Source: an optimization exercise on an open RTL-to-GDS flow (aim: small area, a short achievable clock period and few clock cycles per item). Production flows keep margins and buffers that such runs may drop.
The RTL was checked by simulation tests, not by an equivalence proof against the original design.
No activity file was given, so power comes from the tool's default toggle rates.

v13:
==> flow/design.v (excerpt) <==
module si4464_rf_encoder #(
    parameter [31:0] FREQ_MIN_HZ    = 32'd400000000,
    parameter [31:0] FREQ_MAX_HZ    = 32'd406000000,
    parameter [31:0] BAND_MID_HZ    = 32'd403000000,
    parameter [7:0]  INT_LOW        = 8'd61,
    parameter [7:0]  INT_HIGH       = 8'd62,
    parameter [31:0] REF_DIVISOR_HZ = 32'd6500000,
    parameter [31:0] XTAL_FREQ_HZ   = 32'd26000000
) (
    input  wire        clk,
    input  wire        rst,         
    input  wire        in_valid,
    output wire        in_ready,
    input  wire [63:0] in_word,     
    input  wire [31:0] in_rb,       
    output reg         out_valid,
    input  wire        out_ready,
    output wire [3:0]  out_status,  
    output wire [2:0]  out_len,     
    output wire [39:0] out_data     
);
export LEC_CHECK = 0
export CAP_MARGIN = 20
export CORE_MARGIN = 2
export CORE_UTILIZATION = 40
export PLACE_DENSITY = 0.6
export SLEW_MARGIN = 20
export SYNTH_HIERARCHICAL = 1
create_clock -name core_clock -period 70.0 [get_ports {clk}]
standard.sh (not shown) runs the stock make flow with config.mk's settings and CLKGATE_MAP_FILE= SYNTH_SCRIPT=/design/flow/synth_recipe.tcl, a recipe that flattens the netlist after the stock synthesis.
==> flow/flow/run.sh <==
#!/bin/bash
# The standard layout (the standard.sh, all ORFS steps from synthesis to
# finish) with one change: the buffers that ORFS puts on every input and
# output port are the smallest buffer cell instead of clkdlybuf4s50_1.
set -euo pipefail
export BUFFER_PORTS_ARGS="-buffer_cell sky130_fd_sc_hd__buf_1"
bash standard.sh > standard.log 2>&1
v13 ran to completion and came out clean on the timing, DRC and antenna checks.
Testbench counts of v13, summed over its fixed seeds: cycles 16,016, items 16,000.
Input changes introduced in v20 (baseline for comparison: v13):
Settings: putting CTS_BUF_LIST at sky130_fd_sc_hd__clkbuf_8 where nothing was set.
==> summary.txt <==
- v20 gives less via-per-instance ratio than v13 did.
- v20 and v13 ended up with nearly the same worst hold slack.
- Area enclosed by the die boundary: v20 vs v13 identical
- Looking at wire length of the first global-routing pass across v20 and v13, the one that comes out higher is v13.
- v20 against v13: proportion of cell area spent on the clock network went down 1.4 points; slack of the critical path went down 40 ps; met3 routing resource usage after global routing went up 0.40 points; design area went down 170 um^2.
## Diff of input files: v54 against v20
Settings: putting CTS_CLUSTER_DIAMETER at 150 where nothing was set; putting CTS_CLUSTER_SIZE at 30 where nothing was set; clearing CTS_BUF_LIST, which used to be sky130_fd_sc_hd__clkbuf_8.
--- outcome ---
Summary of v54 over v20: clock slew at the register clock pins of the worst setup and hold paths went down 20 ps, total power divided by cell area went up about 4%, average wire length per cell after detail routing held, via count of the first global-routing pass held.
Vias: v54 more than v20
Reported combinational group power: v54 vs v20 — no meaningful difference
Comparing v54 against v20, there is no change at all in total stage count of the critical path.
Reported for v20 and v54, simple-gate portion of the synthesized area turned out identical to the last digit.
Summary of v54 over v20: length of routed met3 wiring grew by 50 um, switching power has increased, count of routing violations after the opening detailed-route iteration rose 24.

---

## north
si4464_rf_encoder, a different RTL version from the one above (not shown whole).
For scale: about 820 cells after synthesis, about 110 flip-flops, roughly 150 I/O pins.
// si4464_rf_encoder
module si4464_rf_encoder #(
    parameter [31:0] FREQ_MIN_HZ    = 32'd400000000,
    parameter [31:0] FREQ_MAX_HZ    = 32'd406000000,
    parameter [31:0] BAND_MID_HZ    = 32'd403000000,
    parameter [7:0]  INT_LOW        = 8'd61,
    parameter [7:0]  INT_HIGH       = 8'd62,
    parameter [31:0] REF_DIVISOR_HZ = 32'd6500000,
    parameter [31:0] XTAL_FREQ_HZ   = 32'd26000000
) (
    input  wire        clk,
    input  wire        rst,         
    input  wire        in_valid,
    output wire        in_ready,
    input  wire [63:0] in_word,     
    input  wire [31:0] in_rb,       
    output reg         out_valid,
    input  wire        out_ready,
    output wire [3:0]  out_status,  
    output wire [2:0]  out_len,     
    output wire [39:0] out_data     
);
export LEC_CHECK = 0
export CAP_MARGIN = 20
export CORE_MARGIN = 2
export CORE_UTILIZATION = 40
export PLACE_DENSITY = 0.6
export SLEW_MARGIN = 20
export SYNTH_HIERARCHICAL = 1
create_clock -name core_clock -period 70.0 [get_ports {clk}]
==> flow/flow/run.sh <==
#!/bin/bash
# The standard layout: the standard.sh runs every ORFS step from
# synthesis to finish (its output is in standard.log, each tool's own log in
# orfs/logs/). Two settings differ from the defaults:
#  - the buffer ORFS puts on every input and output port is buf_1, the
#    smallest buffer, instead of clkdlybuf4s50_1;
#  - clock tree synthesis uses clkbuf_8 below a clkbuf_16 root and inserts
#    no dummy loads.
set -euo pipefail
export BUFFER_PORTS_ARGS="-buffer_cell sky130_fd_sc_hd__buf_1"
export CTS_ARGS="-sink_clustering_enable -repair_clock_nets -dont_use_dummy_load -buf_list sky130_fd_sc_hd__clkbuf_4 -sink_buffer_max_cap_derate 0.5 -root_buf sky130_fd_sc_hd__clkbuf_16"
bash standard.sh > standard.log 2>&1
north was carried through to the last stage, and its layout satisfied the timing, DRC and antenna checks.
Testbench counts of north, summed over its fixed seeds: cycles 16,016, items 16,000.
Changes in south relative to north:
--- a/flow/flow/run.sh
+++ b/flow/flow/run.sh
@@ -9,4 +9,4 @@
 set -euo pipefail
 export BUFFER_PORTS_ARGS="-buffer_cell sky130_fd_sc_hd__buf_1"
-export CTS_ARGS="-sink_clustering_enable -repair_clock_nets -dont_use_dummy_load -buf_list sky130_fd_sc_hd__clkbuf_4 -sink_buffer_max_cap_derate 0.5 -root_buf sky130_fd_sc_hd__clkbuf_16"
+export CTS_ARGS="-repair_clock_nets -dont_use_dummy_load -buf_list sky130_fd_sc_hd__clkbuf_8 -root_buf sky130_fd_sc_hd__clkbuf_16"
 bash standard.sh > standard.log 2>&1
### Flow results
Summary — time the worst path needs with I/O delays and setup, south relative to north: higher, by 9.2 ps. Between north and south, the difference in final number of max-transition violations is negligible. Max part of the total power dissipated in combinational logic across north and south: north. Relative slew slack ends up lower on south. The final layout from south, which completed every stage, passed the timing, DRC and antenna checks at the end of the flow.

## re-timing with driven ports
The flow's constraints put no driver on any port. The routed layouts listed below were extracted and timed again, unchanged, in two steps. Step 1 (the two cells are an assumption about what drives the block):
set clk [get_ports {clk}]
set_driving_cell -lib_cell sky130_fd_sc_hd__clkbuf_16 $clk
set_driving_cell -lib_cell sky130_fd_sc_hd__buf_2 [delete_from_list [all_inputs] $clk]
Step 2 moves the port delays by t, midway between the first and last clock arrival at a register: inputs arrive t later, outputs are due t later. That takes back most of the time a late clock gives input paths. Three values: ideal ports, drivers, drivers and shift; two values: the first two.
run	t, ns	setup WS [ns]	clock arrival spread, ns	worst data-port slew with drivers (ns)
v13	0.442	54.526 / 54.490 / 54.516	0.010 / 0.010	0.05
v20	0.466	54.487 / 54.451 / 54.502	0.012 / 0.013	0.04
v54	0.442	54.526 / 54.490 / 54.516	0.010 / 0.010	0.05
north	0.395	54.604 / 54.555 / 54.330	0.057 / 0.056	0.04
south	0.402	54.595 / 54.548 / 54.331	0.036 / 0.035	0.04
After both steps setup and hold are still met in every run listed. The setup slack of north, which loses most, moves by -0.049 ns with the drivers and by -0.274 ns with both steps.
